Background: an optimization exercise with open tools, aiming at small area, a short achievable clock period and few clock cycles per item. Do not read the settings as production practice.
RTL that was checked went through simulation tests only; none was proved equivalent to the original.
For run 6, only the layout was checked, not whether the RTL still works.
Power and IR drop assume default switching activity.

File: flow/flow/run.sh
#!/bin/bash
# Standard synthesis and layout (the standard.sh), with single-drive
# port buffers and timing repair aimed beyond the constraint's slack.
set -euo pipefail
export BUFFER_PORTS_ARGS="-buffer_cell sky130_fd_sc_hd__buf_1"
export SETUP_SLACK_MARGIN=12.5
bash standard.sh synth > synth.log 2>&1
bash standard.sh > layout.log 2>&1
File: flow/standard.sh
#!/bin/bash
# synth_recipe.tcl (not shown) runs the flow's synth.tcl, then flattens the netlist and writes it again
# the make line also repeats each setting of config.mk as NAME=value (left out here)
make -C /OpenROAD-flow-scripts/flow DESIGN_CONFIG=/design/flow/config.mk WORK_HOME=/design/flow/orfs CLKGATE_MAP_FILE= SYNTH_SCRIPT=/design/flow/synth_recipe.tcl "${@:-finish}"
File: flow/config.mk
export PLATFORM = sky130hd
export DESIGN_NAME = gpcf
export DESIGN_NICKNAME = gpcf
export VERILOG_FILES = /design/flow/design.v
export SDC_FILE = /design/flow/constraint.sdc
export NUM_CORES = 4
export LEC_CHECK = 0
export ABC_AREA = 1
export CAP_MARGIN = 20
export CORE_MARGIN = 2
export CORE_UTILIZATION = 55
export CTS_BUF_LIST = sky130_fd_sc_hd__clkbuf_8
export SLEW_MARGIN = 20
File: flow/constraint.sdc
create_clock -name core_clock -period 17.0 [get_ports {clk}]
set_input_delay 3.4000 -clock core_clock [delete_from_list [all_inputs] [get_ports {clk}]]
set_output_delay 3.4000 -clock core_clock [all_outputs]
set_load 0.01 [all_outputs]
File: flow/design.v
module gpcf_csum (
    input  wire [1:0] b0,
    input  wire [6:0] b2,
    input  wire [6:0] b3,
    output wire [6:0] sum
);
    assign sum = {5'd0, b0} + b2 + b3;
endmodule
module gpcf_dstep #(parameter W = 6) (
    input  wire [W-1:0] a,
    input  wire [4:0]   s,
    output wire         c,
    output wire [4:0]   r
);
    wire [W-1:0] b = {{(W-5){1'b0}}, s};
    wire [W:0]   bw;                             
    assign bw[0] = 1'b0;
    genvar j;
    generate for (j = 0; j < W; j = j + 1) begin : g_b
        assign bw[j+1] = (~a[j] & b[j]) | ((~a[j] | b[j]) & bw[j]);
    end endgenerate
    assign c = ~bw[W];
    generate for (j = 0; j < 5; j = j + 1) begin : g_r
        assign r[j] = a[j] ^ (c & (b[j] ^ bw[j]));
    end endgenerate
endmodule
module gpcf_cmp #(parameter W = 5) (
    input  wire [W-1:0] a,
    input  wire [W-1:0] b,
    input  wire         z,
    output wire         ge
);
    wire [W:0] bw;
    assign bw[0] = z;
    genvar j;
    generate for (j = 0; j < W; j = j + 1) begin : g_b
        assign bw[j+1] = (~a[j] & b[j]) | ((~a[j] | b[j]) & bw[j]);
    end endgenerate
    assign ge = ~bw[W];
endmodule
module gpcf_dstep0 (
    input  wire [4:0] a,
    input  wire [4:0] s,
    input  wire       z,
    output wire       c,
    output wire [4:0] r
);
    wire [5:0] bw;
    wire [5:0] dz;                               
    assign bw[0] = z;
    assign dz[0] = z;
    genvar j;
    generate for (j = 0; j < 5; j = j + 1) begin : g_b
        assign bw[j+1] = (~a[j] & s[j]) | ((~a[j] | s[j]) & bw[j]);
        assign dz[j+1] = ~a[j] & dz[j];
    end endgenerate
    assign c = ~bw[5];
    generate for (j = 0; j < 5; j = j + 1) begin : g_r
        assign r[j] = a[j] ^ (c ? (s[j] ^ bw[j]) : dz[j]);
    end endgenerate
endmodule
module gpcf (
    input  wire        clk,
    input  wire        rst,
    input  wire [4:0]  cfg_size,
    input  wire        cfg_white_sets,
    input  wire        cfg_reject_b2_bit3,
    input  wire        in_valid,
    output wire        in_ready,
    input  wire [2:0]  in_op,
    input  wire [31:0] in_data,
    input  wire [2:0]  in_kind,
    input  wire        in_seq,
    input  wire        in_ack,
    input  wire        in_colour,
    input  wire [7:0]  in_x,
    input  wire [7:0]  in_y,
    output reg         o_valid,
    output reg  [3:0]  o_ev,
    output reg  [1:0]  o_abort,
    output reg  [1:0]  o_status,
    output wire [7:0]  o_byte,
    output wire [31:0] o_frame,
    output wire [2:0]  o_kind,
    output wire [9:0]  o_value,
    output wire        o_seq,
    output wire        o_ack,
    output wire        o_colour,
    output wire [7:0]  o_x,
    output wire [7:0]  o_y
);
    localparam OP_RX_BYTE   = 3'd0;
    localparam OP_RX_END    = 3'd1;
    localparam OP_KILL      = 3'd2;
    localparam OP_TX_PACKET = 3'd3;
    localparam OP_TX_TALK   = 3'd4;
    localparam OP_PACK      = 3'd5;
    localparam OP_UNPACK    = 3'd6;
    localparam OP_DECODE    = 3'd7;
    localparam EV_NONE       = 4'd0;
    localparam EV_TALK       = 4'd1;
    localparam EV_PACKET     = 4'd2;
    localparam EV_FRAME_DROP = 4'd3;
    localparam EV_NOISE      = 4'd4;
    localparam EV_TERMINATED = 4'd5;
    localparam EV_REFUSED    = 4'd6;
    localparam EV_WIRE_PKT   = 4'd7;
    localparam EV_WIRE_TALK  = 4'd8;
    localparam EV_TX_BROKEN  = 4'd9;
    localparam EV_PACK       = 4'd10;
    localparam EV_UNPACK     = 4'd11;
    localparam EV_DECODE     = 4'd12;
    localparam EV_TERM_KILL  = 4'd13;
    assign in_ready = 1'b1;
    reg [4:0] size_q;
    reg       white_sets_q;
    reg       reject_q;
    always @(posedge clk)
        if (rst) begin
            size_q       <= cfg_size;
            white_sets_q <= cfg_white_sets;
            reject_q     <= cfg_reject_b2_bit3;
        end
    wire size_ok = (size_q != 5'd0) && (size_q <= 5'd22);
    reg  [1:0] cnt;       
    reg  [1:0] term;      
    reg  [1:0] fb0;       
    reg  [6:0] fb1, fb2;
    wire [7:0] rb  = in_data[7:0];
    wire       sof = (rb[7:2] == 6'd0);
    wire       hi  = rb[7];
    wire       tn  = (term == 2'd0);
    wire       rx  = (in_op == OP_RX_BYTE);
    reg [3:0] ev1;
    reg [1:0] ab1;
    always @(*) begin
        ev1 = EV_NONE;
        ab1 = 2'd0;
        case (in_op)
            OP_RX_BYTE:
                if (!tn)              ev1 = EV_REFUSED;
                else if (sof)         ab1 = cnt;
                else if (!hi)         ev1 = EV_TALK;
                else if (cnt == 2'd0) ev1 = EV_NOISE;
                else if (cnt == 2'd3) ev1 = EV_PACKET;
            OP_RX_END: if (tn) begin ev1 = EV_TERMINATED; ab1 = cnt; end
            OP_KILL:   if (tn) begin ev1 = EV_TERM_KILL;  ab1 = cnt; end
            OP_TX_PACKET: ev1 = tn ? EV_WIRE_PKT  : EV_TX_BROKEN;
            OP_TX_TALK:   ev1 = tn ? EV_WIRE_TALK : EV_TX_BROKEN;
            OP_PACK:      ev1 = EV_PACK;
            OP_UNPACK:    ev1 = EV_UNPACK;
            default:      ev1 = EV_DECODE;
        endcase
    end
    always @(posedge clk) begin
        if (rst) begin
            cnt  <= 2'd0;
            term <= 2'd0;
        end else if (in_valid && tn) begin
            if (rx) begin
                if (sof) cnt <= 2'd1;
                else if (hi && cnt != 2'd0) cnt <= cnt + 2'd1;
            end else if (in_op == OP_RX_END || in_op == OP_KILL) begin
                cnt  <= 2'd0;
                term <= in_op[1:0];
            end
        end
    end
    always @(posedge clk) begin
        if (in_valid && tn && rx && sof)                   fb0 <= rb[1:0];
        if (in_valid && tn && rx && hi && cnt == 2'd1)     fb1 <= rb[6:0];
        if (in_valid && tn && rx && hi && cnt == 2'd2)     fb2 <= rb[6:0];
    end
    reg [22:0] w1;
    reg        f1;
    always @(*) begin
        w1 = {in_data[25:24], in_data[22:16], in_data[14:8], in_data[6:0]};
        f1 = (in_data[31:26] != 6'd0) || !in_data[23] || !in_data[15] || !in_data[7];
        case (in_op)
            OP_RX_BYTE: begin
                w1[22:7] = {fb0, fb1, fb2};
                f1 = 1'b0;
            end
            OP_TX_PACKET, OP_UNPACK: begin
                w1[22:21] = {in_ack, in_seq};
                w1[13:7]  = {in_kind, 1'b0, in_data[9:7]};
            end
            OP_TX_TALK:
                f1 = (in_data[15:7] != 9'd0) || (in_data[6:2] == 5'd0) || (in_data[6:0] == 7'h7F);
            OP_PACK: begin
                w1[20:16] = in_x[4:0];
                w1[13:9]  = in_y[4:0];
                w1[22]    = (in_colour == white_sets_q);
                w1[21]    = (in_x == 8'hFF) && (in_y == 8'hFF);
                f1        = (in_x[7:5] != 3'd0) || (in_y[7:5] != 3'd0);
            end
            default: ;
        endcase
    end
    reg        r1_valid;
    reg [3:0]  r1_ev;
    reg [1:0]  r1_ab;
    reg [22:0] r1_w;
    reg        r1_f;
    always @(posedge clk) begin
        r1_valid <= in_valid && !rst;
        r1_ev    <= ev1;
        r1_ab    <= ab1;
        r1_w     <= w1;
        r1_f     <= f1;
    end
    wire [1:0] b0 = r1_w[22:21];
    wire [6:0] b1 = r1_w[20:14];
    wire [6:0] b2 = r1_w[13:7];
    wire [6:0] b3 = r1_w[6:0];
    wire [6:0] sum;
    gpcf_csum u_csum (.b0(b0), .b2(b2), .b3(b3), .sum(sum));
    wire [1:0] dstat = r1_f                   ? 2'd1 :
                       (reject_q && b2[3])    ? 2'd2 :
                       (sum != b1)            ? 2'd3 : 2'd0;
    wire [4:0] px = r1_w[20:16];
    wire [4:0] py = r1_w[13:9];
    wire       p_cbit = r1_w[22];
    wire       p_pass = r1_w[21];
    wire       px_ge, py_ge;
    gpcf_cmp #(5) u_cx (.a(px), .b(size_q), .z(1'b0), .ge(px_ge));
    gpcf_cmp #(5) u_cy (.a(py), .b(size_q), .z(1'b0), .ge(py_ge));
    wire       p_in   = !r1_f && !px_ge && !py_ge;
    wire [1:0] p_stat = !size_ok ? 2'd1 : (p_pass || p_in) ? 2'd0 : 2'd2;
    wire [8:0] p_row  = py * size_q;
    wire [8:0] up  = {r1_w[8:7], r1_w[6:0]};
    wire [5:0] uz;                         
    assign uz[0] = 1'b1;
    genvar gj;
    generate for (gj = 0; gj < 5; gj = gj + 1) begin : g_uz
        assign uz[gj+1] = uz[gj] & ~up[gj];
    end endgenerate
    wire       u_zero = uz[5] && (up[8:5] == 4'd0);
    wire       u_col  = r1_w[9] ~^ white_sets_q;
    wire [3:0] ud     = up[3:0] ^ uz[3:0];          
    wire       u_ovf;                               
    gpcf_cmp #(5) u_co (.a({1'b0, up[8:5]}), .b(size_q), .z(uz[5]), .ge(u_ovf));
    wire [4:0] uq;
    wire [4:0] ur4, ur3, ur2;
    gpcf_dstep0    u_s4 (.a(up[8:4]),        .s(size_q), .z(uz[4]), .c(uq[4]), .r(ur4));
    gpcf_dstep #(6) u_s3 (.a({ur4, ud[3]}),  .s(size_q), .c(uq[3]), .r(ur3));
    gpcf_dstep #(6) u_s2 (.a({ur3, ud[2]}),  .s(size_q), .c(uq[2]), .r(ur2));
    reg [3:0]  ev2;
    reg [1:0]  st2;
    reg [22:0] w2;
    reg        hi2;
    always @(*) begin
        ev2 = r1_ev;
        st2 = 2'd0;
        w2  = r1_w;
        hi2 = !(r1_ev == EV_TALK || r1_ev == EV_WIRE_TALK);
        case (r1_ev)
            EV_PACKET: begin
                ev2 = (dstat == 2'd0) ? EV_PACKET : EV_FRAME_DROP;
                st2 = dstat;
            end
            EV_TERMINATED: st2 = 2'd1;
            EV_TERM_KILL: begin
                ev2 = EV_TERMINATED;
                st2 = 2'd2;
            end
            EV_WIRE_PKT: w2[20:14] = sum;
            EV_WIRE_TALK: if (r1_f) w2[6:0] = 7'h3F;
            EV_DECODE: st2 = dstat;
            EV_PACK: begin
                st2 = p_stat;
                w2[22:14] = p_row;
                w2[6:0]   = {p_cbit, p_pass, px};
            end
            EV_UNPACK: begin
                w2[22:21] = ud[1:0];
                w2[19:14] = {u_col, ur2};
                w2[11:7]  = {u_ovf, u_zero, uq[4:2]};
            end
            default: ;
        endcase
    end
    reg        r2_valid;
    reg [3:0]  r2_ev;
    reg [1:0]  r2_ab;
    reg [1:0]  r2_st;
    reg [22:0] r2_w;
    reg        r2_hi;
    always @(posedge clk) begin
        r2_valid <= r1_valid && !rst;
        r2_ev    <= ev2;
        r2_ab    <= r1_ab;
        r2_st    <= st2;
        r2_w     <= w2;
        r2_hi    <= hi2;
    end
    wire [8:0] q_row  = r2_w[22:14];
    wire       q_cbit = r2_w[6];
    wire       q_pass = r2_w[5];
    wire [4:0] q_x    = r2_w[4:0];
    wire [8:0] q_pos  = q_row + q_x + 9'd1;
    wire [9:0] q_val  = {q_cbit, q_pass ? 9'd0 : q_pos};
    wire [4:0] v_r2   = r2_w[18:14];
    wire [1:0] v_d    = r2_w[22:21];
    wire       v_zero = r2_w[10];
    wire       v_ovf  = r2_w[11];
    wire [4:0] vq;
    wire [4:0] vr1, vr0;
    assign vq[4:2] = r2_w[9:7];
    gpcf_dstep #(6) u_s1 (.a({v_r2, v_d[1]}), .s(size_q), .c(vq[1]), .r(vr1));
    gpcf_dstep #(6) u_s0 (.a({vr1, v_d[0]}),  .s(size_q), .c(vq[0]), .r(vr0));
    wire       vq_ge;
    gpcf_cmp #(5) u_cq (.a(vq), .b(size_q), .z(1'b0), .ge(vq_ge));
    wire [1:0] v_stat = !size_ok ? 2'd1 : v_zero ? 2'd0 : (v_ovf || vq_ge) ? 2'd2 : 2'd0;
    reg [1:0]  st3;
    reg [22:0] w3;
    reg        neg3;
    always @(*) begin
        st3  = r2_st;
        w3   = r2_w;
        neg3 = 1'b0;
        if (r2_ev == EV_PACK) begin
            w3[9:7] = q_val[9:7];
            w3[6:0] = q_val[6:0];
        end else if (r2_ev == EV_UNPACK) begin
            st3       = v_stat;
            neg3      = v_zero;
            w3[18:14] = v_zero ? 5'h1F : vr0;
            w3[4:0]   = v_zero ? 5'h1F : vq;
        end
    end
    reg [22:0] ow;
    reg        ohi, oneg;
    always @(posedge clk) begin
        o_valid  <= r2_valid && !rst;
        o_ev     <= r2_ev;
        o_abort  <= r2_ab;
        o_status <= st3;
        ow       <= w3;
        ohi      <= r2_hi;
        oneg     <= neg3;
    end
    wire [1:0] of0 = ow[22:21];
    wire [6:0] of1 = ow[20:14];
    wire [6:0] of2 = ow[13:7];
    wire [6:0] of3 = ow[6:0];
    assign o_frame  = {{6{oneg}}, of0, ohi, of1, ohi, of2, ohi, of3};
    assign o_byte   = {ohi, of3};
    assign o_kind   = of2[6:4];
    assign o_value  = {of2[2:0], of3};
    assign o_seq    = of0[0];
    assign o_ack    = of0[1];
    assign o_colour = of1[5];
    assign o_x      = {{3{oneg}}, of1[4:0]};
    assign o_y      = {{3{oneg}}, of3[4:0]};
endmodule
==> results of run 1 <==
## area by class of cell
cell class | count | area (sq um) | share of cell area [%]
Tap cell | 176 | 220 | 2.62
Inverter | 142 | 534 | 6.36
Clock buffer | 17 | 234 | 2.78
Multi-Input combinational cell | 644 | 3890 | 46.3
Timing Repair Buffer | 156 | 636 | 7.56
Clock inverter | 15 | 155 | 1.85
Sequential cell | 125 | 2740 | 32.6
## per-stage QoR
step | instance area, sq um | setup WS [ps] | util (%) | std cells
5_1_grt | 8410 | 12410 | 63.2 | 1275
3_3_place_gp | 7920 | 11860 | 59.6 | 1238
6_report | 8410 | 12510 | 63.2 | 1275
4_1_cts | 8320 | 12400 | 62.6 | 1271
2_1_floorplan | 7600 | 12490 | - | 985
3_5_place_dp | 7920 | 11850 | 59.6 | 1238
## worst max-delay path: stages
cell and delay (ps):
sky130_fd_sc_hd__buf_6 100, sky130_fd_sc_hd__inv_2 60, sky130_fd_sc_hd__nand2_4 50, sky130_fd_sc_hd__nor4_4 400, sky130_fd_sc_hd__nand2_2 130, sky130_fd_sc_hd__nand2_2 90, sky130_fd_sc_hd__inv_2 40, sky130_fd_sc_hd__o21ai_2 50
sky130_fd_sc_hd__nand3_2 90, sky130_fd_sc_hd__a211o_1 300, sky130_fd_sc_hd__a21oi_2 120
## repair_timing
| item | CTS | global route |
|---|---|---|
| setup endpoints to repair | 21 | 19 |
| resized for setup | 3 | 22 |
| buffers inserted | 0 | 4 |
| gates cloned | 1 | 0 |
| pin swaps | 1 | 5 |
## synth_stat cells, types with 2 or more instances
cell and number:
sky130_fd_sc_hd__a211oi_1 2, sky130_fd_sc_hd__a21oi_1 30, sky130_fd_sc_hd__a221oi_1 2, sky130_fd_sc_hd__a22o_1 2, sky130_fd_sc_hd__a22oi_1 3, sky130_fd_sc_hd__a31oi_1 6, sky130_fd_sc_hd__and2_1 2, sky130_fd_sc_hd__buf_2 6
sky130_fd_sc_hd__buf_4 52, sky130_fd_sc_hd__clkbuf_1 16, sky130_fd_sc_hd__dfxtp_1 102, sky130_fd_sc_hd__edfxtp_1 23, sky130_fd_sc_hd__fa_1 12, sky130_fd_sc_hd__ha_1 38, sky130_fd_sc_hd__inv_1 133, sky130_fd_sc_hd__inv_2 8
sky130_fd_sc_hd__nand2_1 237, sky130_fd_sc_hd__nand2_2 11, sky130_fd_sc_hd__nand2_4 2, sky130_fd_sc_hd__nand3_1 63, sky130_fd_sc_hd__nand3_2 10, sky130_fd_sc_hd__nand3b_1 5, sky130_fd_sc_hd__nand4_1 15, sky130_fd_sc_hd__nor2_1 63
sky130_fd_sc_hd__nor3_1 8, sky130_fd_sc_hd__nor3b_1 2, sky130_fd_sc_hd__nor4_1 7, sky130_fd_sc_hd__o2111ai_1 6, sky130_fd_sc_hd__o211ai_1 4, sky130_fd_sc_hd__o21ai_0 27, sky130_fd_sc_hd__o21ai_2 4, sky130_fd_sc_hd__o21bai_1 5
sky130_fd_sc_hd__o221ai_1 10, sky130_fd_sc_hd__o22ai_1 13, sky130_fd_sc_hd__o311ai_0 5, sky130_fd_sc_hd__o31ai_1 3, sky130_fd_sc_hd__o41ai_1 2, sky130_fd_sc_hd__or2_2 3, sky130_fd_sc_hd__xnor2_1 5, sky130_fd_sc_hd__xor2_1 28
## power groups by stage
stage	clock, mW	sequential, mW	combinational (mW)
2_1_floorplan	0	0.365	0.250
3_3_place_gp	0	0.371	0.306
3_5_place_dp	0	0.371	0.307
4_1_cts	0.261	0.365	0.310
5_1_grt	0.273	0.369	0.356
6_report	0.257	0.364	0.312
## path summary, 6_finish.rpt
check | cells past startpoint | slack (ps) | from | endpoint
setup / recovery | 11 | 12510 | in_data[4] | cnt[0]$_SDFFE_PP0P_
hold / removal | 0 | 330 | r2_w[13]$_DFF_P_ | ow[13]$_DFF_P_
hold reg to reg | 0 | 330 | r2_w[13]$_DFF_P_ | ow[13]$_DFF_P_
setup reg to reg | 17 | 13100 | size_q[3]$_DFFE_PP_ | r2_w[22]$_DFF_P_
## flip-flops by register name, indices dropped and copies added, names as in the netlist, 4 cells and up
register,flops
r1_ev,4
fb2,7
r2_w,23
r2_ev,4
r1_w,23
o_ev,4
size_q,5
fb1,7
ow,23
## layer usage
metal / wire [um] / vias up / share of wire, % / GRT usage (%)
met5: 0 / - / 0 / 0
met4: 510 / 0 / 2.6 / 9.59
met3: 1240 / 43 / 6.4 / 5.40
met2: 9230 / 248 / 47 / 46.1
met1: 8510 / 3097 / 44 / 35.6
li1: - / 3376 / - / -
## logic make-up (layout without fill, tap and decap cells)
group                    Yosys count  after routing
other                              1              1
buffers and inverters            217            330
XOR/XNOR                          35             35
adder cells (fa/ha/maj)           50             50
flip-flops                       125            125
AND/OR/NAND/NOR                  432            433
AO/OA/AOI/OAI                    125            125
==> metrics.csv, run 1 <==
metric,value,unit
status,timing/DRC/antenna clean,
drive_above_1_share,9.83,%
rows,42,
maxCapViolations,0,
p_int,0.569,mW
synth-async-reset-ratio,0,%
synth.top_cell.area_share,27.1,%
cts_hold_buf,0,
grtUsageTotal,27.6,%
cts.sink_count,125,
design.core.area,13300,sq um
clock_power_share,27.5,%
finalClockSkew,13.4,ps
synth-compound-area-share,10.8,%
drtIter0Drc,399,
final_setup_viols,0,
dp_hpwl,14900,um
antenna_found_initial,0,
synth_area_leaders,"sky130_fd_sc_hd__dfxtp_1 (27%), sky130_fd_sc_hd__nand2_1 (12%), sky130_fd_sc_hd__edfxtp_1 (9.2%)",
synth.ff_latch_count,125,
avgSynthCellArea,7.65,sq um
yosys.area_share.xor_xnor,4.27,%
area_growth,11.6,%
required,17380,ps
cp.arrival,4860,ps
routed-via-count,6764,
drtPass1Iterations,5,
pwr_density_cell,111,nW/um^2
timing_hold_violations_final,0,
mostFrequentLayoutCells,"sky130_fd_sc_hd__nand2_1 (234), sky130_fd_sc_hd__buf_1 (144), sky130_fd_sc_hd__inv_1 (129)",
unrepaired_setup_endpoints_after_global_routing,yes,
insertion_delay,450,ps
crit_fanout,5,
synth-seq-area-share,36.3,%
synth_top_family_by_area,simple AND/OR/NAND/NOR gates,
syn-num-nets,1102,
synthesized_area,7530,sq um
starting_density_of_the_core,56.7,%
grt_pass1_wl,31300,um
timing_worst_setup_path_type,in2reg,
wl_per_cell,15.3,um
total_leakage_power,3.95,nW
comb_power_share,33.4,%
hold_path_class,reg2reg,
cts_root_buffer,sky130_fd_sc_hd__clkbuf_8,
cts-buffers-inserted,17,
switching_power,0.364,mW
insertedDiodeCount,0,
ir_drop,0.0742,mV
post-layout-total-power,0.933,mW
hold-worst-slack,330,ps
die_width,121,um
drtAntennaViolNets,0,
ctsLongestPathBuffers,2,
period_needed,4490,ps
detail_route.vias_per_cell,5.31,
power_switching_share,39.0,%
postSynthCellCount,985,
mostFrequentLayoutCell,sky130_fd_sc_hd__nand2_1,
globalRouteOverflowTotal,0,
tritoncts,yes,
synthDistinctLibCells,50,
achievable-frequency,0.223,GHz
worst_slew_margin_rel,31.2,%
crit_path_end_kind,flip-flop,
clkSlewWorstSetupHoldPaths,80,ps
drc_errors,0,
synth_enable_flop_cells,23,
period_share,26.4,%
post_synth_mux_area_share,0,%
grt_start_max_net_pins,21,
die-area,14700,sq um
synthAdderAreaFrac,9.50,%
htree_num_levels,4,
synth_simple_gate_area_share,25.6,%
final-max-slew-violation-count,0,
synth.largest_area_cell,sky130_fd_sc_hd__dfxtp_1,
first_global_vias,6257,
finalWeightedCongestion,0.985,
route.final.wire_length,19500,um
number_of_warnings_printed_during_yosys_synthesis,1,
total_of_buffers_placed_on_input_and_output_ports,147,
setup_total_negative_slack,0,ps
boundaryPins,149,
sequentialPowerShare,39.1,%
layout.filler_cells,1234,
postSynth.topFlopCell,sky130_fd_sc_hd__dfxtp_1,
startpoint_type,primary input,
layout.nets,1203,
worst_pin_slew,1030,ps
die-height,121,um
Testbench counts, summed over its fixed seeds: cycles 32,016, items 32,000.
==> run 2, diff against run 1 <==
--- a/flow/config.mk
+++ b/flow/config.mk
@@ -10,4 +10,3 @@
 export CORE_MARGIN = 2
-export CORE_UTILIZATION = 55
-export CTS_BUF_LIST = sky130_fd_sc_hd__clkbuf_8
+export CORE_UTILIZATION = 40
 export SLEW_MARGIN = 20
==> run 2 against run 1 <==
  * Still clean on timing, DRC and antenna
  * Clock power up about 50%
  * Die area increased by 36%
  * Register-to-register slack lost 50 ps
  * Final cell count grew 4.6%
  * Power is 14% higher
  * Maximum frequency is 1.4% lower
==> metrics.csv, run 2 <==
metric,value,unit
drc_errors,0,
finalClockSkew,14.8,ps
synth.largest_area_cell,sky130_fd_sc_hd__dfxtp_1,
design.core.area,18600,sq um
number_of_warnings_printed_during_yosys_synthesis,1,
detail_route.vias_per_cell,5.01,
globalRouteOverflowTotal,0,
boundaryPins,149,
layout.nets,1204,
final_setup_viols,0,
total_of_buffers_placed_on_input_and_output_ports,147,
synth_area_leaders,"sky130_fd_sc_hd__dfxtp_1 (27%), sky130_fd_sc_hd__nand2_1 (12%), sky130_fd_sc_hd__edfxtp_1 (9.2%)",
synth_most_common_cell,sky130_fd_sc_hd__nand2_1,
finalWeightedCongestion,0.939,
insertion_delay,420,ps
setup_total_negative_slack,0,ps
layout.filler_cells,1858,
grt_start_max_net_pins,21,
avgSynthCellArea,7.65,sq um
synthDistinctLibCells,50,
final-max-slew-violation-count,0,
startpoint_type,primary input,
placed_area,7990,sq um
synth-seq-area-share,36.3,%
routed-via-count,6689,
cp.arrival,4900,ps
ctsLongestPathBuffers,2,
rr_worst_depth,14,
mostFrequentLayoutCells,"sky130_fd_sc_hd__nand2_1 (236), sky130_fd_sc_hd__buf_1 (144), sky130_fd_sc_hd__inv_1 (130)",
first_global_vias,6020,
postSynth.topFlopCell,sky130_fd_sc_hd__dfxtp_1,
wl_per_cell,15.0,um
synth.ff_latch_count,125,
total_leakage_power,4.07,nW
final_area,8730,sq um
crit_fanout,4,
die-area,20000,sq um
starting_density_of_the_core,40.6,%
hold-worst-slack,324,ps
syn-num-nets,1102,
synthesized_area,7530,sq um
worst_slew_margin_rel,36.8,%
yosys-top-cells-count,"sky130_fd_sc_hd__nand2_1 (237), sky130_fd_sc_hd__inv_1 (133), sky130_fd_sc_hd__dfxtp_1 (102)",
grtUsageTotal,20.4,%
crit-reg2reg-capture,r2_w[21]$_DFF_P_,
clkSlewWorstSetupHoldPaths,60,ps
worst_pin_slew,947,ps
synth.top_cell.area_share,27.1,%
seqCellArea,2730,sq um
crit_path_end_kind,flip-flop,
drtIter0Drc,432,
tritoncts,yes,
die_width,141,um
cts_root_buffer,sky130_fd_sc_hd__clkbuf_16,
cts-buffers-inserted,17,
unrepaired_setup_endpoints_after_global_routing,yes,
pwr_density_cell,122,nW/um^2
drive_above_1_share,9.36,%
total_area_of_multi_input_combinational_cells,3880,sq um
setup.worst_path.start,in_data[4],
period_share,26.7,%
endpoint_of_the_worst_setup_timing_path,cnt[0]$_SDFFE_PP0P_,
regToRegStartpoint,r1_w[10]$_DFF_P_,
synth_enable_flop_cells,23,
timing_worst_setup_path_type,in2reg,
cts.sink_count,125,
period_needed,4550,ps
dp_hpwl,15300,um
route.final.wire_length,20000,um
ir_drop,0.0694,mV
timing_hold_violations_final,0,
synth-async-reset-ratio,0,%
mostFrequentLayoutCell,sky130_fd_sc_hd__nand2_1,
required,17350,ps
hold_path_class,reg2reg,
drtPass1Iterations,5,
insertedDiodeCount,0,
status,timing/DRC/antenna clean,
maxCapViolations,0,
area_growth,15.8,%
rows,50,
biggestRegsByFlops,"ow: 23 flops, r1_w: 23 flops, r2_w: 23 flops",
drtAntennaViolNets,0,
antenna_found_initial,0,
htree_num_levels,4,
achievable-frequency,0.220,GHz
reg2reg_setup_slack,13050,ps
postSynthCellCount,985,
die-height,141,um
grt_pass1_wl,31500,um
## run 2: cell counts after synthesis
Identical to the previous run, type by type.
## run 2: routing by layer
metal / vias up / track usage, % / wire (um) / part of all wire (%)
met5: - / 0 / 0 / 0
met3: 22 / 4.11 / 992 / 5.0
met4: 0 / 6.42 / 366 / 1.8
met2: 217 / 33.8 / 9540 / 48
li1: 3389 / - / - / -
met1: 3061 / 26.8 / 9130 / 46
## run 2: per-stage QoR
stage | util (%) | cells | setup slack [ps] | power [mW]
floorplan | - | 985 | 12490 | 0.615
global placement | 43.0 | 1296 | 11870 | 0.677
detailed placement | 43.0 | 1296 | 11810 | 0.680
CTS | 46.5 | 1329 | 12460 | 1.07
global route | 47.0 | 1334 | 12400 | 1.13
finish | 47.0 | 1334 | 12450 | 1.07
## run 2: logic make-up after synthesis
logic type	Yosys count	share of synthesized area (%)
flops	125	36.3
simple gates	432	25.6
fa+ha+maj	50	9.50
xor+xnor	35	4.27
compound gates	125	10.8
buf+inv	217	13.5
other cells	1	0.0498
## run 2: cell type report
type	count	area share (%)
sequential	125	31.3
tap	234	3.36
inverter	142	6.19
multi-input combinational	644	44.5
clock inverter	12	2.08
clock buffer	20	5.12
timing repair buffer	157	7.46
## run 2: report_power, final
group / switching, mW / internal (mW) / total (mW)
registers: 0.0311 / 0.335 / 0.366
clock network: 0.135 / 0.251 / 0.386
logic: 0.198 / 0.115 / 0.313
## run 2: repair_timing
| item | in CTS | in global routing |
|---|---|---|
| setup buffers | 0 | 5 |
| gates resized for setup | 4 | 21 |
| hold buffers | 0 | 0 |
| gates cloned | 1 | 0 |
| endpoints found under the setup margin | 31 | 19 |
| pin swaps | 1 | 7 |
## run 2: worst max-delay path, cell delays in order
cell,delay [ps]
sky130_fd_sc_hd__buf_8,100
sky130_fd_sc_hd__inv_4,50
sky130_fd_sc_hd__nand2_4,50
sky130_fd_sc_hd__nor4_4,360
sky130_fd_sc_hd__nand2_1,150
sky130_fd_sc_hd__nand2_1,100
sky130_fd_sc_hd__inv_1,50
sky130_fd_sc_hd__o21ai_1,90
sky130_fd_sc_hd__nand3_2,120
sky130_fd_sc_hd__a211o_1,300
sky130_fd_sc_hd__a21oi_2,130
## run 2: how the worst min path moves through the flow
| stage | startpoint | to | slack, ps | cells past startpoint |
|---|---|---|---|---|
| after floorplan | r2_ab[0]$_DFF_P_ | o_abort[0]$_DFF_P_ | 310 | 0 |
| after global placement | r2_w[13]$_DFF_P_ | ow[13]$_DFF_P_ | 310 | 0 |
| after detailed placement | r2_hi$_DFF_P_ | ohi$_DFF_P_ | 310 | 0 |
| after CTS | r2_hi$_DFF_P_ | ohi$_DFF_P_ | 330 | 0 |
| after global routing | r2_w[13]$_DFF_P_ | ow[13]$_DFF_P_ | 330 | 0 |
| final | r2_hi$_DFF_P_ | ohi$_DFF_P_ | 320 | 0 |
==> run 3, diff against run 2 <==
==> flow/run.sh (new file) <==
#!/bin/bash
# synth_recipe.tcl (not shown) runs the flow's synth.tcl, then flattens the netlist and writes it again
# the make line also repeats each setting of config.mk as NAME=value (left out here)
make -C /OpenROAD-flow-scripts/flow DESIGN_CONFIG=/design/flow/config.mk WORK_HOME=/design/flow/orfs CLKGATE_MAP_FILE= SYNTH_SCRIPT=/design/flow/synth_recipe.tcl finish
--- a/flow/config.mk
+++ b/flow/config.mk
@@ -7,3 +7,2 @@
 export LEC_CHECK = 0
-export ABC_AREA = 1
 export CAP_MARGIN = 20
removed: flow/flow/run.sh
removed: flow/standard.sh
==> run 3 against run 2 <==
  * Synthesized cell count down 4.1%
  * Utilization up 3.7 points
  * First-iteration DRC count up 37%
  * Clock power down 6.0%
  * Die area up 6.5%
  * Sequential cell count unchanged
  * Register-to-register slack worse by 1700 ps
  * Sequential power up 2%
  * Maximum frequency down 22%
  * Clock skew about the same
  * Critical path type unchanged
==> metrics.csv, run 3 <==
metric,value,unit
status,timing/DRC/antenna clean,
finalWeightedCongestion,0.911,
critical_path.cell_chain,"clkdlybuf4s50_1, or2_2, nor2_1, and3_1, and3_1",
regToRegStartpoint,r1_w[0]$_DFF_P_,
yosys-top-cells-count,"sky130_fd_sc_hd__dfxtp_1 (102), sky130_fd_sc_hd__nand2_1 (93), sky130_fd_sc_hd__nor2_1 (66)",
design.core.area,19600,sq um
cp.arrival,5930,ps
unrepaired_setup_endpoints_after_global_routing,no,
crit_buf_inv,1,
timing_hold_violations_final,0,
synth_enable_flop_cells,23,
die_width,146,um
dpl.cell_count,1270,
wl_per_cell,17.5,um
postCtsResizedCells,0,
htree_num_levels,4,
min_path_cells,0,
cp_top_family,simple AND/OR/NAND/NOR gates,
die-area,21200,sq um
achievable-frequency,0.171,GHz
critical-path-top-cell-by-count,sky130_fd_sc_hd__and3_1,
worst_pin_slew,1080,ps
grt_pass1_wl,36000,um
hold_path_startpoint,r2_w[12]$_DFF_P_,
cts.sink_count,125,
drc_errors,0,
postSynth.topFlopCell,sky130_fd_sc_hd__dfxtp_1,
globalRouteOverflowTotal,0,
tritoncts,yes,
crit_path_top_delay_cell,sky130_fd_sc_hd__clkdlybuf4s50_1,
startpoint_type,primary input,
hold_path_class,reg2reg,
total_leakage_power,4.01,nW
reg2reg_setup_slack,11400,ps
number_of_warnings_printed_during_yosys_synthesis,1,
min_to,ow[12]$_DFF_P_,
synth-async-reset-ratio,0,%
rows,51,
ctsLongestPathBuffers,2,
worst_path_largest_cell_delay,970,ps
synth_most_common_cell,sky130_fd_sc_hd__dfxtp_1,
crit-reg2reg-capture,r2_w[15]$_DFF_P_,
grt_start_max_net_pins,40,
postSynthCellCount,945,
drtPass1Iterations,7,
setup_total_negative_slack,0,ps
first_global_vias,6712,
layout.nets,1141,
dp_hpwl,16900,um
insertion_delay,430,ps
avgSynthCellArea,8.50,sq um
synth.top_cell.area_share,25.4,%
cts_hold_buf,0,
number_of_setup_buffers_added_after_cts,0,
mostFrequentLayoutCells,"sky130_fd_sc_hd__clkdlybuf4s50_1 (147), sky130_fd_sc_hd__dfxtp_1 (102), sky130_fd_sc_hd__nand2_1 (93)",
starting_density_of_the_core,41.0,%
drive_above_1_share,5.79,%
final-max-slew-violation-count,0,
drtAntennaViolNets,0,
syn-num-nets,1062,
sequentialPowerShare,32.7,%
detail_route.vias_per_cell,5.46,
pwr_density_cell,115,nW/um^2
grtUsageTotal,21.4,%
finalClockSkew,14.7,ps
cts_root_buffer,sky130_fd_sc_hd__clkbuf_16,
insertedDiodeCount,0,
mostFrequentLayoutCell,sky130_fd_sc_hd__clkdlybuf4s50_1,
area_growth,23.6,%
total_of_buffers_placed_on_input_and_output_ports,147,
crit_fanout,32,
switching_power,0.381,mW
routed-via-count,7108,
rr_worst_depth,21,
synth.largest_area_cell,sky130_fd_sc_hd__dfxtp_1,
synth-seq-area-share,34.0,%
required,17090,ps
worst_slew_margin_rel,27.6,%
synthesized_area,8040,sq um
clock_power_share,31.9,%
final_setup_viols,0,
power_switching_share,33.4,%
biggestRegsByFlops,"ow: 23 flops, r1_w: 23 flops, r2_w: 23 flops",
fin_cells,1302,
drtIter0Drc,592,
cts-buffers-inserted,17,
clkSlewWorstSetupHoldPaths,50,ps
comb_power_share,35.4,%
period_share,34.3,%
synth.ff_latch_count,125,
timing_worst_setup_path_type,in2reg,
antenna_found_initial,0,
p_int,0.758,mW
synth_area_leaders,"sky130_fd_sc_hd__dfxtp_1 (25%), sky130_fd_sc_hd__edfxtp_1 (8.6%), sky130_fd_sc_hd__ha_1 (5.9%)",
route.final.wire_length,22700,um
crit_path_end_kind,flip-flop,
period_needed,5830,ps
ir_drop,0.0792,mV
die-height,146,um
maxCapViolations,0,
synthDistinctLibCells,75,
boundaryPins,149,
==> run 3: cell count changes in the layout (fill, tap and decap cells not counted), sizes merged, moves of 15 or more <==
cell           before  now
a21oi              30   65
maj3                0   16
o21ai              31   64
nand2b              0   15
inv               148   48
xnor2               6   45
nand2             250   94
clkdlybuf4s50       0  147
nor2b               0   17
a21o                0   17
and2                2   20
xor2               29   12
buf               156    7
nand3              74   20
==> run 3: cell type report <==
type                            count  area (sq um)
Timing Repair Buffer              154          1520
Clock buffer                       24           514
Sequential cell                   125          2730
Clock inverter                      8          77.6
Fill cell                        1923          9660
Multi-Input combinational cell    677          4570
Tap cell                          265           332
Inverter                           49           184
==> run 3: how the worst max path moves through the flow <==
stage,from,endpoint,slack (ps),cells past startpoint
after floorplan,in_op[1],fb1[0]$_DFFE_PP_,12140,5
after global placement,in_op[2],fb2[5]$_DFFE_PP_,10840,5
after detailed placement,in_op[2],fb2[2]$_DFFE_PP_,10820,5
after CTS,in_op[2],fb2[2]$_DFFE_PP_,11260,5
after global routing,r1_w[0]$_DFF_P_,r2_w[15]$_DFF_P_,11030,21
final,in_op[2],fb1[2]$_DFFE_PP_,11170,5
==> run 3: metrics by stage <==
stage | util (%) | cell area, sq um | total power [mW] | hold WS [ps] | setup slack [ps]
2_1_floorplan | - | 8040 | 0.658 | 310 | 12140
3_3_place_gp | 47.7 | 9340 | 0.777 | 311 | 10840
3_5_place_dp | 47.7 | 9340 | 0.779 | 315 | 10820
4_1_cts | 50.7 | 9930 | 1.15 | 328 | 11260
5_1_grt | 50.7 | 9930 | 1.21 | 335 | 11030
6_report | 50.7 | 9930 | 1.14 | 325 | 11170
==> run 3: metal layers <==
metal / up-vias / wire length (um) / share of wire, % / global-route usage, %
met5: - / 0 / 0 / 0
met4: 0 / 498 / 2.2 / 7.75
met3: 38 / 1480 / 6.5 / 4.86
met2: 270 / 10400 / 46 / 34.2
met1: 3343 / 10300 / 46 / 28.5
li1: 3457 / - / - / -
==> run 3: cells by family (layout without fill, tap and decap cells) <==
group | count (synthesis) | count (layout) | synth area share, %
flip-flops | 125 | 125 | 34.0
AO/OA/AOI/OAI | 249 | 249 | 20.3
buffers and inverters | 143 | 235 | 9.14
other | 1 | 1 | 0.0467
XOR/XNOR | 57 | 57 | 6.21
AND/OR/NAND/NOR | 287 | 287 | 17.1
adder cells (fa/ha/maj) | 66 | 66 | 11.1
multiplexers | 17 | 17 | 2.18
==> run 3: power by group through the flow <==
stage / registers, mW / clock network, mW / logic [mW]
global placement: 0.378 / 0 / 0.399
global route: 0.378 / 0.382 / 0.445
floorplan: 0.368 / 0 / 0.290
detailed placement: 0.379 / 0 / 0.400
CTS: 0.373 / 0.370 / 0.403
finish: 0.373 / 0.363 / 0.403
==> run 4, diff against run 3 <==
--- a/flow/config.mk
+++ b/flow/config.mk
@@ -7,2 +7,3 @@
 export LEC_CHECK = 0
+export ABC_AREA = 1
 export CAP_MARGIN = 20
==> run 4 against run 3 <==
  * Area after synthesis down 6.2%
  * Sequential power decreased by 2%
  * Global-route usage shrank 0.39 points
  * Setup slack improved by 600 ps
  * Utilization is 0.18 points higher
  * Via count down 5.6%
  * Clock power fell by 1%
  * Power is 5.2% lower
  * Sequential cell count did not move
  * First-iteration DRC count decreased by 33%
  * Design area shrank 4.8%
  * Final cell count is 2.2% higher
  * Largest power group is now sequential cells
==> metrics.csv, run 4 <==
metric,value,unit
hold_path_class,reg2reg,
period_needed,5240,ps
htree_num_levels,4,
insertedDiodeCount,0,
worst_path_largest_cell_delay,620,ps
insertion_delay,420,ps
routed-via-count,6708,
synth-async-reset-ratio,0,%
die_width,141,um
syn-num-nets,1102,
unrepaired_setup_endpoints_after_global_routing,no,
cp.arrival,5590,ps
synth_most_common_cell,sky130_fd_sc_hd__nand2_1,
period_share,30.8,%
detail_route.vias_per_cell,5.04,
synth.largest_area_cell,sky130_fd_sc_hd__dfxtp_1,
area_growth,25.5,%
drtAntennaViolNets,0,
drtIter0Drc,398,
synthesized_area,7530,sq um
biggestRegsByFlops,"ow: 23 flops, r1_w: 23 flops, r2_w: 23 flops",
postSynth.topFlopCell,sky130_fd_sc_hd__dfxtp_1,
total_of_buffers_placed_on_input_and_output_ports,147,
dpl.cell_count,1298,
drtPass1Iterations,5,
timing_hold_violations_final,0,
route.final.wire_length,20300,um
synth_area_leaders,"sky130_fd_sc_hd__dfxtp_1 (27%), sky130_fd_sc_hd__nand2_1 (12%), sky130_fd_sc_hd__edfxtp_1 (9.2%)",
final_setup_viols,0,
required,17350,ps
cp_top_family,simple AND/OR/NAND/NOR gates,
mostFrequentLayoutCell,sky130_fd_sc_hd__nand2_1,
finalWeightedCongestion,0.907,
status,timing/DRC/antenna clean,
crit_path_end_kind,flip-flop,
critical_path.cell_chain,"clkdlybuf4s50_1, nand2_1, nor2_1, a21oi_1, clkinv_1, nor3_1, nand2_1, nand4_1",
cts.sink_count,125,
worst_pin_slew,995,ps
finalClockSkew,10.5,ps
crit_buf_inv,2,
cts_hold_buf,0,
grt_pass1_wl,32900,um
grt_start_max_net_pins,25,
die-height,141,um
wl_per_cell,15.3,um
rows,50,
avgSynthCellArea,7.65,sq um
clkSlewWorstSetupHoldPaths,50,ps
crit_fanout,9,
worst_slew_margin_rel,33.2,%
yosys-top-cells-count,"sky130_fd_sc_hd__nand2_1 (237), sky130_fd_sc_hd__inv_1 (133), sky130_fd_sc_hd__dfxtp_1 (102)",
synth.ff_latch_count,125,
total_leakage_power,4.37,nW
crit_path_top_delay_cell,sky130_fd_sc_hd__nor3_1,
achievable-frequency,0.191,GHz
postSynthCellCount,985,
drive_above_1_share,7.21,%
ir_drop,0.0744,mV
synth_enable_flop_cells,23,
postCtsResizedCells,0,
timing_worst_setup_path_type,in2reg,
die-area,20000,sq um
pwr_density_cell,114,nW/um^2
fin_cells,1330,
grtUsageTotal,21.0,%
maxCapViolations,0,
startpoint_type,primary input,
boundaryPins,149,
ctsLongestPathBuffers,2,
mostFrequentLayoutCells,"sky130_fd_sc_hd__nand2_1 (237), sky130_fd_sc_hd__clkdlybuf4s50_1 (147), sky130_fd_sc_hd__inv_1 (133)",
synthDistinctLibCells,50,
final_area,9450,sq um
final-max-slew-violation-count,0,
layout.nets,1200,
number_of_warnings_printed_during_yosys_synthesis,1,
drc_errors,0,
critical-path-top-cell-by-count,sky130_fd_sc_hd__nand2_1,
number_of_setup_buffers_added_after_cts,0,
setup_total_negative_slack,0,ps
first_global_vias,6423,
synth-seq-area-share,36.3,%
cts_root_buffer,sky130_fd_sc_hd__clkbuf_16,
globalRouteOverflowTotal,0,
dp_hpwl,15900,um
starting_density_of_the_core,40.6,%
cts-buffers-inserted,17,
tritoncts,yes,
antenna_found_initial,0,
placed_area,8870,sq um
design.core.area,18600,sq um
synth.top_cell.area_share,27.1,%
==> run 4: changes by cell type after synthesis, moves of 17 or more <==
| cell | previous run | this run |
|---|---|---|
| sky130_fd_sc_hd__o21ai_0 | 53 | 27 |
| sky130_fd_sc_hd__xnor2_1 | 45 | 5 |
| sky130_fd_sc_hd__a21o_1 | 17 | 0 |
| sky130_fd_sc_hd__clkbuf_1 | 37 | 16 |
| sky130_fd_sc_hd__a21oi_1 | 64 | 30 |
| sky130_fd_sc_hd__nand3_1 | 19 | 63 |
| sky130_fd_sc_hd__nand2_1 | 93 | 237 |
| sky130_fd_sc_hd__and2_1 | 20 | 2 |
| sky130_fd_sc_hd__inv_1 | 47 | 133 |
==> run 4: through the flow <==
stage / worst slack, ps / power [mW] / hold WS [ps] / util [%]
floorplan: 12090 / 0.614 / 310 / -
global placement: 11340 / 0.724 / 311 / 47.7
detailed placement: 11330 / 0.727 / 312 / 47.7
CTS: 11770 / 1.09 / 326 / 50.9
global route: 11510 / 1.15 / 335 / 50.9
finish: 11760 / 1.08 / 327 / 50.9
==> run 4: worst paths after layout <==
path	from	to	slack, ps	cells after the start
min	r2_w[13]$_DFF_P_	ow[13]$_DFF_P_	330	0
min reg2reg	r2_w[13]$_DFF_P_	ow[13]$_DFF_P_	330	0
max	in_op[1]	r1_w[21]$_DFF_P_	11760	8
max reg2reg	r1_w[10]$_DFF_P_	r2_w[21]$_DFF_P_	13110	14
==> run 4: worst reg2reg max path, cell delays in order, from the launching register on <==
cell and delay, ps:
sky130_fd_sc_hd__dfxtp_1 600, sky130_fd_sc_hd__nand2_1 140, sky130_fd_sc_hd__fa_1 510, sky130_fd_sc_hd__fa_1 520
sky130_fd_sc_hd__fa_1 540, sky130_fd_sc_hd__inv_1 40, sky130_fd_sc_hd__ha_1 340, sky130_fd_sc_hd__a21oi_1 140
sky130_fd_sc_hd__inv_1 50, sky130_fd_sc_hd__a31oi_1 180, sky130_fd_sc_hd__nor2_1 80, sky130_fd_sc_hd__nor2_1 100
sky130_fd_sc_hd__o21bai_1 80, sky130_fd_sc_hd__o21ai_0 300, sky130_fd_sc_hd__nand3_1 130
==> run 4: final cells by class <==
class,instances,area [sq um]
Fill cell,1781,9130
Clock inverter,14,158
Clock buffer,18,429
Inverter,142,533
Tap cell,234,293
Timing Repair Buffer,154,1520
Sequential cell,125,2730
Multi-Input combinational cell,643,3780
==> run 4: where the power goes <==
group | switching [mW] | total, mW | internal (mW)
Combinational | 0.197 | 0.356 | 0.159
Clock | 0.140 | 0.358 | 0.218
Sequential | 0.0313 | 0.366 | 0.334
Total | 0.368 | 1.08 | 0.712
==> run 4: logic make-up (layout without fill, tap and decap cells) <==
logic type,after synthesis,count (layout),synth area share [%]
fa+ha+maj,50,50,9.50
simple gates,432,432,25.6
buf+inv,217,328,13.5
flops,125,125,36.3
other cells,1,1,0.0498
xor+xnor,35,35,4.27
compound gates,125,125,10.8
==> run 4: metal layers <==
layer  GRT usage, %  part of all wire (%)
met4           5.37                   1.2
met2           35.8                    48
met3           4.18                   5.3
met5              0                     0
met1           27.3                    46
==> run 5, diff against run 4 <==
==> flow/flow/run.sh (new file) <==
#!/bin/bash
# Standard synthesis and layout, with smaller port buffers and timing
# repair aimed at a tighter setup slack than the constraint needs.
set -euo pipefail
export BUFFER_PORTS_ARGS="-buffer_cell sky130_fd_sc_hd__buf_2"
export SETUP_SLACK_MARGIN=12.4
bash standard.sh synth > synth.log 2>&1
bash standard.sh > layout.log 2>&1
==> flow/standard.sh (new file) <==
#!/bin/bash
# synth_recipe.tcl (not shown) runs the flow's synth.tcl, then flattens the netlist and writes it again
# the make line also repeats each setting of config.mk as NAME=value (left out here)
make -C /OpenROAD-flow-scripts/flow DESIGN_CONFIG=/design/flow/config.mk WORK_HOME=/design/flow/orfs CLKGATE_MAP_FILE= SYNTH_SCRIPT=/design/flow/synth_recipe.tcl "${@:-finish}"
--- a/flow/config.mk
+++ b/flow/config.mk
@@ -7,3 +7,2 @@
 export LEC_CHECK = 0
-export ABC_AREA = 1
 export CAP_MARGIN = 20
removed: flow/run.sh
==> run 5 against run 4 <==
  * Hold slack improved by 1.7 ps
  * First-iteration DRC count rose by 29%
  * Critical path depth rose by 13
  * Area after synthesis rose by 6.7%
  * Count of clock-buffer cells in the layout fell by 1
  * Global-route usage rose by 0.21 points
  * Die area rose by 6.5%
  * Register-to-register slack got worse by 800 ps
  * Synthesized cell count fell by 4.1%
  * Routed wire length rose by 15%
  * Clock power barely moved
  * Via count rose by 10%
==> metrics.csv, run 5 <==
metric,value,unit
starting_density_of_the_core,41.0,%
postSynth.topFlopCell,sky130_fd_sc_hd__dfxtp_1,
biggestRegsByFlops,"ow: 23 flops, r1_w: 23 flops, r2_w: 23 flops",
boundaryPins,149,
yosys-top-cells-count,"sky130_fd_sc_hd__dfxtp_1 (102), sky130_fd_sc_hd__nand2_1 (93), sky130_fd_sc_hd__nor2_1 (66)",
ir_drop,0.0699,mV
timing_worst_setup_path_type,reg2reg,
die-height,146,um
total_leakage_power,4.30,nW
final_core_utilization,50.5,%
grtUsageTotal,21.2,%
required,17300,ps
synth.top_cell.area_share,25.4,%
synth.ff_latch_count,125,
avgSynthCellArea,8.50,sq um
timing_hold_violations_final,0,
layout.filler_cells,1845,
clkSlewWorstSetupHoldPaths,60,ps
synth-seq-area-share,34.0,%
synth_area_leaders,"sky130_fd_sc_hd__dfxtp_1 (25%), sky130_fd_sc_hd__edfxtp_1 (8.6%), sky130_fd_sc_hd__ha_1 (5.9%)",
total_of_buffers_placed_on_input_and_output_ports,147,
drive_above_1_share,27.7,%
htree_num_levels,4,
finalClockSkew,9.97,ps
regToRegStartpoint,r1_w[0]$_DFF_P_,
synth.largest_area_cell,sky130_fd_sc_hd__dfxtp_1,
antenna_found_initial,0,
crit_buf_inv,1,
cp.arrival,4990,ps
die_width,146,um
worst_pin_slew,808,ps
setup.worst_path.start,r1_w[0]$_DFF_P_,
wl_per_cell,17.5,um
grt_pass1_wl,36000,um
total_area_of_multi_input_combinational_cells,4890,sq um
worst_path_largest_cell_delay,440,ps
hold_path_startpoint,r2_hi$_DFF_P_,
tritoncts,yes,
crit_path_top_delay_cell,sky130_fd_sc_hd__or3_4,
die-area,21200,sq um
synth_enable_flop_cells,23,
design.core.area,19600,sq um
achievable-frequency,0.213,GHz
crit_fanout,4,
synth_most_common_cell,sky130_fd_sc_hd__dfxtp_1,
insertion_delay,430,ps
final-max-slew-violation-count,0,
syn-num-nets,1062,
number_of_warnings_printed_during_yosys_synthesis,1,
drtIter0Drc,514,
layout.nets,1179,
cts_hold_buf,0,
ctsLongestPathBuffers,2,
unrepaired_setup_endpoints_after_global_routing,yes,
drtAntennaViolNets,0,
detailedPlace.worstSlack,11750,ps
worst_slew_margin_rel,46.1,%
crit_path_end_kind,flip-flop,
first_global_vias,6727,
finalWeightedCongestion,0.869,
area_growth,23.2,%
cts-buffers-inserted,17,
mostFrequentLayoutCells,"sky130_fd_sc_hd__buf_2 (144), sky130_fd_sc_hd__dfxtp_1 (99), sky130_fd_sc_hd__nand2_1 (92)",
critical-path-top-cell-by-count,sky130_fd_sc_hd__ha_4,
mostFrequentLayoutCell,sky130_fd_sc_hd__buf_2,
seqCellArea,2740,sq um
status,timing/DRC/antenna clean,
synthesized_area,8040,sq um
critical_path.cell_chain,"inv_2, ha_4, ha_4, ha_4, nor2b_4, o211a_4, o211ai_1, mux2i_2, o21ai_2, xnor2_2, a2111oi_4, a21oi_2, mux2i_2, or3_4, a21oi_4, o22ai_4, a211oi_4, mux2i_1, o211a_1, xnor2_1, o21ai_1",
insertedDiodeCount,0,
rows,51,
post-route-worst-setup-slack,12310,ps
routed-via-count,7381,
period_needed,4690,ps
cp_top_family,compound AO/OA/AOI/OAI gates,
route.final.wire_length,23400,um
dp_hpwl,16600,um
grt_start_max_net_pins,40,
final_setup_viols,0,
cts.sink_count,125,
hold_path_class,reg2reg,
drc_errors,0,
pwr_density_cell,117,nW/um^2
postSynthCellCount,945,
drtPass1Iterations,5,
startpoint_type,flip-flop,
synth-async-reset-ratio,0,%
setup_total_negative_slack,0,ps
cts_root_buffer,sky130_fd_sc_hd__clkbuf_16,
period_share,27.6,%
synthDistinctLibCells,75,
globalRouteOverflowTotal,0,
maxCapViolations,0,
detail_route.vias_per_cell,5.51,
[run 5: cell type report]
cell class	instances	share of cell area (%)
Multi-Input combinational cell	677	49.3
Clock inverter	15	1.63
Inverter	49	1.96
Tap cell	265	3.35
Timing Repair Buffer	192	11.8
Clock buffer	17	4.30
Sequential cell	125	27.6
[run 5: worst paths after layout]
check | slack (ps) | to | depth (start not counted)
min | 330 | ohi$_DFF_P_ | 0
max | 12310 | r2_w[15]$_DFF_P_ | 21
min reg2reg | 330 | ohi$_DFF_P_ | 0
max reg2reg | 12310 | r2_w[15]$_DFF_P_ | 21
[run 5: metal layers]
metal	up-vias	global-route usage, %	wire (um)
li1	3530	-	-
met1	3418	28.3	10300
met2	386	33.9	10600
met3	47	4.33	1910
met4	0	8.19	608
met5	-	0	0
[run 5: per-stage QoR]
step / power (mW) / instance area (sq um) / instances / hold slack, ps
finish: 1.16 / 9900 / 1340 / 328
global route: 1.22 / 9900 / 1340 / 337
CTS: 1.13 / 9530 / 1315 / 329
detailed placement: 0.745 / 8650 / 1268 / 312
global placement: 0.741 / 8650 / 1268 / 310
floorplan: 0.662 / 8110 / 945 / 310
[run 5: logic make-up after synthesis]
logic type	after synthesis	synth area share (%)
adder cells (fa/ha/maj)	66	11.1
buffers and inverters	143	9.14
multiplexers	17	2.18
XOR/XNOR	57	6.21
flip-flops	125	34.0
AO/OA/AOI/OAI	249	20.3
other	1	0.0467
AND/OR/NAND/NOR	287	17.1
[run 5: repair_timing]
| item | 4_1_cts | 5_1_grt |
|---|---|---|
| endpoints found under the setup margin | 15 | 32 |
| pin swaps | 16 | 31 |
| resized for setup | 40 | 27 |
| gates cloned | 0 | 3 |
| setup buffers | 15 | 22 |
[run 5: report_power, final]
part	leakage [nW]	internal (mW)	switching [mW]
Combinational	2.94	0.198	0.225
Clock	0.291	0.198	0.162
Sequential	1.07	0.334	0.0387
==> run 6, diff against run 5 <==
--- a/flow/design.v
+++ b/flow/design.v
@@ -124,2 +124,36 @@
     wire size_ok = (size_q != 5'd0) && (size_q <= 5'd22);
+    reg [22:0] w1;
+    reg        f1;
+    always @(*) begin
+        w1 = {in_data[25:24], in_data[22:16], in_data[14:8], in_data[6:0]};
+        f1 = (in_data[31:26] != 6'd0) || !in_data[23] || !in_data[15] || !in_data[7];
+        case (in_op)
+            OP_RX_BYTE:
+                f1 = in_data[7];
+            OP_TX_PACKET, OP_UNPACK: begin
+                w1[22:21] = {in_ack, in_seq};
+                w1[13:7]  = {in_kind, 1'b0, in_data[9:7]};
+            end
+            OP_TX_TALK:
+                f1 = (in_data[15:7] != 9'd0) || (in_data[6:2] == 5'd0) || (in_data[6:0] == 7'h7F);
+            OP_PACK: begin
+                w1[20:16] = in_x[4:0];
+                w1[13:9]  = in_y[4:0];
+                w1[22]    = (in_colour == white_sets_q);
+                w1[21]    = (in_x == 8'hFF) && (in_y == 8'hFF);
+                f1        = (in_x[7:5] != 3'd0) || (in_y[7:5] != 3'd0);
+            end
+            default: ;
+        endcase
+    end
+    reg        r1_valid;
+    reg [2:0]  r1_op;
+    reg [22:0] r1_w;
+    reg        r1_f;
+    always @(posedge clk) begin
+        r1_valid <= in_valid && !rst;
+        r1_op    <= in_op;
+        r1_w     <= w1;
+        r1_f     <= f1;
+    end
     reg  [1:0] cnt;       
@@ -128,16 +162,17 @@
     reg  [6:0] fb1, fb2;
-    wire [7:0] rb  = in_data[7:0];
-    wire       sof = (rb[7:2] == 6'd0);
-    wire       hi  = rb[7];
+    wire [6:0] rb  = r1_w[6:0];
+    wire       hi  = r1_f;                      
+    wire       sof = !hi && (rb[6:2] == 5'd0);
     wire       tn  = (term == 2'd0);
-    wire       rx  = (in_op == OP_RX_BYTE);
+    wire       rx  = (r1_op == OP_RX_BYTE);
+    wire       fin = rx && tn && hi && (cnt == 2'd3);    
     reg [3:0] ev1;
-    reg [1:0] ab1;
+    reg [1:0] ab2;
     always @(*) begin
         ev1 = EV_NONE;
-        ab1 = 2'd0;
-        case (in_op)
+        ab2 = 2'd0;
+        case (r1_op)
             OP_RX_BYTE:
                 if (!tn)              ev1 = EV_REFUSED;
-                else if (sof)         ab1 = cnt;
+                else if (sof)         ab2 = cnt;
                 else if (!hi)         ev1 = EV_TALK;
@@ -145,4 +180,4 @@
                 else if (cnt == 2'd3) ev1 = EV_PACKET;
-            OP_RX_END: if (tn) begin ev1 = EV_TERMINATED; ab1 = cnt; end
-            OP_KILL:   if (tn) begin ev1 = EV_TERM_KILL;  ab1 = cnt; end
+            OP_RX_END: if (tn) begin ev1 = EV_TERMINATED; ab2 = cnt; end
+            OP_KILL:   if (tn) begin ev1 = EV_TERM_KILL;  ab2 = cnt; end
             OP_TX_PACKET: ev1 = tn ? EV_WIRE_PKT  : EV_TX_BROKEN;
@@ -158,3 +193,3 @@
             term <= 2'd0;
-        end else if (in_valid && tn) begin
+        end else if (r1_valid && tn) begin
             if (rx) begin
@@ -162,5 +197,5 @@
                 else if (hi && cnt != 2'd0) cnt <= cnt + 2'd1;
-            end else if (in_op == OP_RX_END || in_op == OP_KILL) begin
+            end else if (r1_op == OP_RX_END || r1_op == OP_KILL) begin
                 cnt  <= 2'd0;
-                term <= in_op[1:0];
+                term <= r1_op[1:0];
             end
@@ -169,51 +204,14 @@
     always @(posedge clk) begin
-        if (in_valid && tn && rx && sof)                   fb0 <= rb[1:0];
-        if (in_valid && tn && rx && hi && cnt == 2'd1)     fb1 <= rb[6:0];
-        if (in_valid && tn && rx && hi && cnt == 2'd2)     fb2 <= rb[6:0];
-    end
-    reg [22:0] w1;
-    reg        f1;
-    always @(*) begin
-        w1 = {in_data[25:24], in_data[22:16], in_data[14:8], in_data[6:0]};
-        f1 = (in_data[31:26] != 6'd0) || !in_data[23] || !in_data[15] || !in_data[7];
-        case (in_op)
-            OP_RX_BYTE: begin
-                w1[22:7] = {fb0, fb1, fb2};
-                f1 = 1'b0;
-            end
-            OP_TX_PACKET, OP_UNPACK: begin
-                w1[22:21] = {in_ack, in_seq};
-                w1[13:7]  = {in_kind, 1'b0, in_data[9:7]};
-            end
-            OP_TX_TALK:
-                f1 = (in_data[15:7] != 9'd0) || (in_data[6:2] == 5'd0) || (in_data[6:0] == 7'h7F);
-            OP_PACK: begin
-                w1[20:16] = in_x[4:0];
-                w1[13:9]  = in_y[4:0];
-                w1[22]    = (in_colour == white_sets_q);
-                w1[21]    = (in_x == 8'hFF) && (in_y == 8'hFF);
-                f1        = (in_x[7:5] != 3'd0) || (in_y[7:5] != 3'd0);
-            end
-            default: ;
-        endcase
-    end
-    reg        r1_valid;
-    reg [3:0]  r1_ev;
-    reg [1:0]  r1_ab;
-    reg [22:0] r1_w;
-    reg        r1_f;
-    always @(posedge clk) begin
-        r1_valid <= in_valid && !rst;
-        r1_ev    <= ev1;
-        r1_ab    <= ab1;
-        r1_w     <= w1;
-        r1_f     <= f1;
-    end
-    wire [1:0] b0 = r1_w[22:21];
-    wire [6:0] b1 = r1_w[20:14];
-    wire [6:0] b2 = r1_w[13:7];
+        if (r1_valid && tn && rx && sof)                   fb0 <= rb[1:0];
+        if (r1_valid && tn && rx && hi && cnt == 2'd1)     fb1 <= rb;
+        if (r1_valid && tn && rx && hi && cnt == 2'd2)     fb2 <= rb;
+    end
+    wire [1:0] b0 = rx ? fb0 : r1_w[22:21];
+    wire [6:0] b1 = rx ? fb1 : r1_w[20:14];
+    wire [6:0] b2 = rx ? fb2 : r1_w[13:7];
     wire [6:0] b3 = r1_w[6:0];
+    wire       sf = !rx && r1_f;                
     wire [6:0] sum;
     gpcf_csum u_csum (.b0(b0), .b2(b2), .b3(b3), .sum(sum));
-    wire [1:0] dstat = r1_f                   ? 2'd1 :
+    wire [1:0] dstat = sf                     ? 2'd1 :
                        (reject_q && b2[3])    ? 2'd2 :
@@ -252,7 +250,7 @@
     always @(*) begin
-        ev2 = r1_ev;
+        ev2 = ev1;
         st2 = 2'd0;
-        w2  = r1_w;
-        hi2 = !(r1_ev == EV_TALK || r1_ev == EV_WIRE_TALK);
-        case (r1_ev)
+        w2  = {b0, b1, b2, b3};
+        hi2 = !(ev1 == EV_TALK || ev1 == EV_WIRE_TALK);
+        case (ev1)
             EV_PACKET: begin
@@ -291,3 +289,3 @@
         r2_ev    <= ev2;
-        r2_ab    <= r1_ab;
+        r2_ab    <= ab2;
         r2_st    <= st2;
==> flow/flow/run.sh (replaced) <==
#!/bin/bash
# Standard synthesis and layout (the standard.sh), with single-drive
# port buffers and timing repair aimed beyond the constraint's slack.
set -euo pipefail
export BUFFER_PORTS_ARGS="-buffer_cell sky130_fd_sc_hd__buf_1"
export SETUP_SLACK_MARGIN=12.5
bash standard.sh synth > synth.log 2>&1
bash standard.sh > layout.log 2>&1
--- a/flow/config.mk
+++ b/flow/config.mk
@@ -7,5 +7,7 @@
 export LEC_CHECK = 0
+export ABC_AREA = 1
 export CAP_MARGIN = 20
 export CORE_MARGIN = 2
-export CORE_UTILIZATION = 40
+export CORE_UTILIZATION = 55
+export CTS_BUF_LIST = sky130_fd_sc_hd__clkbuf_8
 export SLEW_MARGIN = 20
==> run 6 against run 5 <==
  * Still clean
  * Critical path depth is 20 lower
  * Clock skew grew 3.9 ps
  * Setup slack better by 280 ps
  * Power shrank 18%
  * Maximum frequency increased by 6.3%
  * Critical path type is now reg2out
  * Largest power group is now sequential cells
  * Highest routed layer unchanged
==> metrics.csv, run 6 <==
metric,value,unit
synth_enable_flop_cells,23,
routed-via-count,6901,
insertedDiodeCount,0,
crit_path_top_delay_cell,sky130_fd_sc_hd__dfxtp_1,
crit_buf_inv,1,
worst_path_largest_cell_delay,380,ps
final-max-slew-violation-count,0,
timing_hold_violations_final,0,
worst_pin_slew,1010,ps
startpoint_type,flip-flop,
grtUsageTotal,28.8,%
synth_area_leaders,"sky130_fd_sc_hd__dfxtp_1 (26%), sky130_fd_sc_hd__nand2_1 (11%), sky130_fd_sc_hd__edfxtp_1 (9.0%)",
avgSynthCellArea,7.56,sq um
first_global_vias,6334,
period_needed,4410,ps
route.final.wire_length,20400,um
critical_path.cell_chain,buf_1,
design.core.area,13800,sq um
setup.worst_path.start,ow[2]$_DFF_P_,
grt_start_max_net_pins,25,
postSynth.topFlopCell,sky130_fd_sc_hd__dfxtp_1,
globalRouteOverflowTotal,0,
maxCapViolations,0,
antenna_found_initial,0,
wl_per_cell,15.7,um
timing_worst_setup_path_type,reg2out,
final_setup_viols,0,
regToRegStartpoint,size_q[4]$_DFFE_PP_,
pwr_density_cell,113,nW/um^2
syn-num-nets,1134,
grt_pass1_wl,32600,um
worst_slew_margin_rel,32.0,%
drive_above_1_share,8.38,%
die_width,122,um
period_share,25.9,%
synth-async-reset-ratio,0,%
post-route-worst-setup-slack,12590,ps
achievable-frequency,0.227,GHz
setup_total_negative_slack,0,ps
crit_path_end_kind,output port,
dp_hpwl,15800,um
postSynthCellCount,1017,
required,13600,ps
drc_errors,0,
synthDistinctLibCells,57,
synth.largest_area_cell,sky130_fd_sc_hd__dfxtp_1,
drtAntennaViolNets,0,
total_leakage_power,4.00,nW
cts-buffers-inserted,17,
synth.ff_latch_count,122,
crit_fanout,4,
ctsLongestPathBuffers,2,
boundaryPins,149,
mostFrequentLayoutCells,"sky130_fd_sc_hd__nand2_1 (219), sky130_fd_sc_hd__buf_1 (147), sky130_fd_sc_hd__inv_1 (146)",
starting_density_of_the_core,55.8,%
fin_cells,1302,
tritoncts,yes,
cp.arrival,1010,ps
synth.top_cell.area_share,25.8,%
synthesized_area,7680,sq um
finalClockSkew,13.8,ps
dpl.cell_count,1270,
total_of_buffers_placed_on_input_and_output_ports,147,
layout.nets,1226,
htree_num_levels,4,
finalWeightedCongestion,0.936,
synth-seq-area-share,34.8,%
detail_route.vias_per_cell,5.30,
insertion_delay,450,ps
unrepaired_setup_endpoints_after_global_routing,no,
synth_most_common_cell,sky130_fd_sc_hd__nand2_1,
detailedPlace.worstSlack,11980,ps
mostFrequentLayoutCell,sky130_fd_sc_hd__nand2_1,
cts_root_buffer,sky130_fd_sc_hd__clkbuf_8,
ir_drop,0.0850,mV
die-height,122,um
rows,43,
status,timing/DRC/antenna clean,
cp_top_family,flip-flops,
clkSlewWorstSetupHoldPaths,80,ps
biggestRegsByFlops,"ow: 23 flops, r1_w: 23 flops, r2_w: 23 flops",
drtPass1Iterations,8,
hold-worst-slack,330,ps
number_of_warnings_printed_during_yosys_synthesis,1,
die-area,14900,sq um
hold_path_startpoint,r2_hi$_DFF_P_,
hold_path_class,reg2reg,
drtIter0Drc,563,
cts.sink_count,122,
yosys-top-cells-count,"sky130_fd_sc_hd__nand2_1 (219), sky130_fd_sc_hd__inv_1 (146), sky130_fd_sc_hd__dfxtp_1 (99)",
cts_hold_buf,0,
area_growth,9.44,%
-- run 6: final timing paths --
kind | depth (start not counted) | slack [ps] | end
max | 1 | 12590 | o_byte[2]
min | 0 | 330 | ohi$_DFF_P_
max reg2reg | 17 | 12750 | r2_w[22]$_DFF_P_
min reg2reg | 0 | 330 | ohi$_DFF_P_
-- run 6: cell families (layout without fill, tap and decap cells) --
group                      after synthesis  count (layout)  share of synthesized area [%]
and+or+nand+nor                        430             430                           25.9
buffers and inverters                  233             338                           14.2
AOI/OAI and AO/OA                      151             151                           12.2
DFF                                    122             122                           34.8
adders and majority gates               50              50                           9.31
xor gates and xnor gates                28              28                           3.29
muxes                                    2               2                          0.261
other                                    1               1                         0.0488
-- run 6: layer usage --
layer	global-route usage (%)	routed length (um)	part of all wire, %
met1	38.4	9150	45
met2	46.8	9370	46
met3	5.99	1400	6.9
met4	8.91	469	2.3
met5	0	0	0
-- run 6: final cells by class --
class,instances,area [sq um]
fill,1374,5360
multi-input combinational,662,3940
sequential,122,2680
inverter,157,592
timing repair buffer,149,567
clock buffer,17,234
tap,180,225
clock inverter,15,179
-- run 6: where the power goes --
group | leakage (nW) | internal [mW] | switching (mW)
clock network | 0.207 | 0.136 | 0.130
logic | 2.75 | 0.116 | 0.204
registers | 1.04 | 0.327 | 0.0356
total | 4.00 | 0.578 | 0.369
-- run 6: repair_timing --
action | in CTS | in global routing
pin swaps | 0 | 0
setup buffers | 0 | 0
resized for setup | 2 | 3
endpoints found under the setup margin | 13 | 18
-- run 6: metrics by stage --
step,cell area [sq um],total power [mW],utilization (%)
final,8410,0.948,61.1
after global routing,8410,1.02,61.1
after CTS,8400,0.951,61.0
after detailed placement,7980,0.685,57.9
after global placement,7980,0.682,57.9
after floorplan,7680,0.619,-
